This design comes from an exercise in tuning for small area, a short achievable clock period and few clock cycles on the open sky130 flow, not from production work. Function was checked by simulation only, so behaviour that the tests miss may differ from the original. Power and IR drop assume default switching activity.

## gdc_dbuf
module gdc_dbuf (
    input  wire        clk,
    input  wire        rst,           
    input  wire        ep_valid,
    output wire        ep_ready,
    input  wire [31:0] ep_data,
    input  wire        in_valid,
    output wire        in_ready,
    input  wire [15:0] in_data,
    output reg         resp_valid,
    input  wire        resp_ready,
    output wire [31:0] resp_data,
    output reg         err_valid,
    output reg  [1:0]  err_cause,     
    output reg  [7:0]  err_opc
);
Size in the first run: about 3800 cells after synthesis, roughly 970 flip-flops, about 99 I/O pins, ~48000 um^2 of cells after synthesis.
make LEC_CHECK=0 CAP_MARGIN=20 CORE_MARGIN=2 CORE_UTILIZATION=40 PLACE_DENSITY=0.6 SLEW_MARGIN=20 finish   # period 45.0 ns
run.sh (not shown) runs the stock make flow with config.mk's settings and CLKGATE_MAP_FILE= SYNTH_SCRIPT=/design/flow/synth_recipe.tcl, a recipe that flattens the netlist after the stock synthesis.
Testbench counts at the start, summed over its fixed seeds: cycles 42,259.
Rerun with:
--- a/flow/config.mk
+++ b/flow/config.mk
@@ -9,4 +9,5 @@
 export CORE_MARGIN = 2
 export CORE_UTILIZATION = 40
+export CTS_BUF_LIST = sky130_fd_sc_hd__clkbuf_4 sky130_fd_sc_hd__clkbuf_8
 export PLACE_DENSITY = 0.6
 export SLEW_MARGIN = 20
- maximum frequency decreases by 1.7%
- count of clock-buffer cells in the layout increases by 110
- worst hold slack got worse by 0.0030 ns
- sequential power barely changes
- via count increases by about 0.64%
- combinational power stays flat
- cell count increases by 2.0%
- utilization decreases by 0.20 points
- design area decreases by 0.43%

## the reference run
Another version of the RTL of gdc_dbuf (not shown whole).
Size in the first run: about 970 flip-flops, ~99 I/O pins, roughly 0.050 mm² of cells after synthesis.
==> flow/config.mk <==
export PLATFORM = sky130hd
export DESIGN_NAME = gdc_dbuf
export DESIGN_NICKNAME = gdc_dbuf
export VERILOG_FILES = /design/flow/design.v
export SDC_FILE = /design/flow/constraint.sdc
export NUM_CORES = 4
export LEC_CHECK = 0
export CAP_MARGIN = 20
export CORE_MARGIN = 2
export CORE_UTILIZATION = 60
export CTS_BUF_LIST = sky130_fd_sc_hd__clkbuf_4 sky130_fd_sc_hd__clkbuf_8
export PLACE_DENSITY = 0.75
export SLEW_MARGIN = 20
==> flow/constraint.sdc <==
create_clock -name core_clock -period 45.0 [get_ports {clk}]
set_input_delay 9.0000 -clock core_clock [delete_from_list [all_inputs] [get_ports {clk}]]
set_output_delay 9.0000 -clock core_clock [all_outputs]
set_load 0.01 [all_outputs]
The reference run: all stages complete, timing, DRC and antenna checks passed
Testbench counts of the reference run, summed over its fixed seeds: cycles 41,934.
Inputs modified between the reference run and the trial run:
Settings: CTS_BUF_LIST removed (was sky130_fd_sc_hd__clkbuf_4 sky130_fd_sc_hd__clkbuf_8); CORE_UTILIZATION changed from 60 to 40; PLACE_DENSITY changed from 0.75 to 0.6.
[summary]
Changes observed in the trial run relative to the reference run: per-cell routed wire length lost 1.4%, total number of cells along the worst setup path roughly the same, global-route total usage across every layer lost 9.0 points.
In the tables for the reference run and the trial run, clock power reads lower with the reference run.
Compared with the reference run, in the trial run post-route standard cell area excluding fillers now sits higher; count of plain and timing-repair buffers in the layout now sits higher; clock period minus worst slack now sits lower; area overhead of the layout relative to synthesis now sits higher.

gdc_dbuf, a different RTL version from the one above (not shown whole).
Size: ~4100 cells after synthesis, about 960 flip-flops, ~99 I/O pins, ~50000 µm² of cells after synthesis.
make LEC_CHECK=0 CAP_MARGIN=20 CORE_MARGIN=2 CORE_UTILIZATION=55 CTS_CLUSTER_DIAMETER=100 CTS_CLUSTER_SIZE=22 PLACE_DENSITY=0.7 SLEW_MARGIN=20 finish   # period 45.0 ns
Testbench counts at the start, summed over its fixed seeds: cycles 41,934.
Next try:
CORE_UTILIZATION = 40   (was 55)
PLACE_DENSITY = 0.6   (was 0.7)
Effect: Power came out higher by 1.0%. Combinational power is higher by about 0.4%. Sequential power hardly moves. Clock power came out higher by 5.7%. Via count went down by 0.92%. Final cell count is higher by 8.9%.

## oak
Starting RTL as in the previous note.
clock: 45.0 ns
lec_check: 0
cap_margin: 20
core_margin: 2
core_utilization: 65
cts_cluster_diameter: 100
cts_cluster_size: 22
place_density: 0.8
slew_margin: 20
Testbench counts of oak, summed over its fixed seeds: cycles 41,934.
Setup changes, oak to pine
Settings: CORE_UTILIZATION now 40, was 65; CTS_CLUSTER_SIZE now 28, was 22; PLACE_DENSITY now 0.6, was 0.8.
[summary]
Wire: pine routes more than oak. Time the worst path needs with I/O delays and setup was higher in pine than in oak. STATUS leakage power: pine loses against oak.
--- input diff pine..birch ---
Settings: CTS_CLUSTER_SIZE: 28 -> unset; CTS_CLUSTER_DIAMETER: 100 -> unset.
Results
Summary of birch over pine: headroom to the max-slew limit moved up, total net switching power rose by 54 uW, storage element area held.
Status: post-layout minimum cycle time parity (birch, pine)

## separate check: timing with driven ports
The results above use ideal ports. As a check the final layouts listed here were re-extracted and re-timed, cells and wires unchanged.
Step 1 assumes that a clkbuf_16 drives the clock port and a buf_2 every other input.
Step 2 adds t to the input delays and takes it off the output delays; t is the mean of the earliest and latest rising clock arrival at the registers after step 1. Input paths then give back, and output paths get back, about the clock's delay inside the block.
a / b / c = no drivers / after step 1 / after step 2; a / b = the first two.
run	shift t [ns]	slack for setup (ns)	worst slew at a driven data input, ns
the first run of note 1	0.770	33.477 / 33.400 / 33.572	0.05
the second run of note 1	0.928	33.283 / 33.214 / 33.584	0.05
the reference run	0.879	33.391 / 33.330 / 34.086	0.05
the trial run	0.770	33.515 / 33.444 / 34.010	0.07
the first run of note 3	0.741	34.102 / 34.032 / 34.164	0.05
the second run of note 3	0.776	33.783 / 33.702 / 34.165	0.04
oak	0.730	34.102 / 34.030 / 34.193	0.05
pine	0.760	33.775 / 33.698 / 34.198	0.04
birch	0.766	33.778 / 33.703 / 34.185	0.04
After both steps every run listed still meets setup and hold.
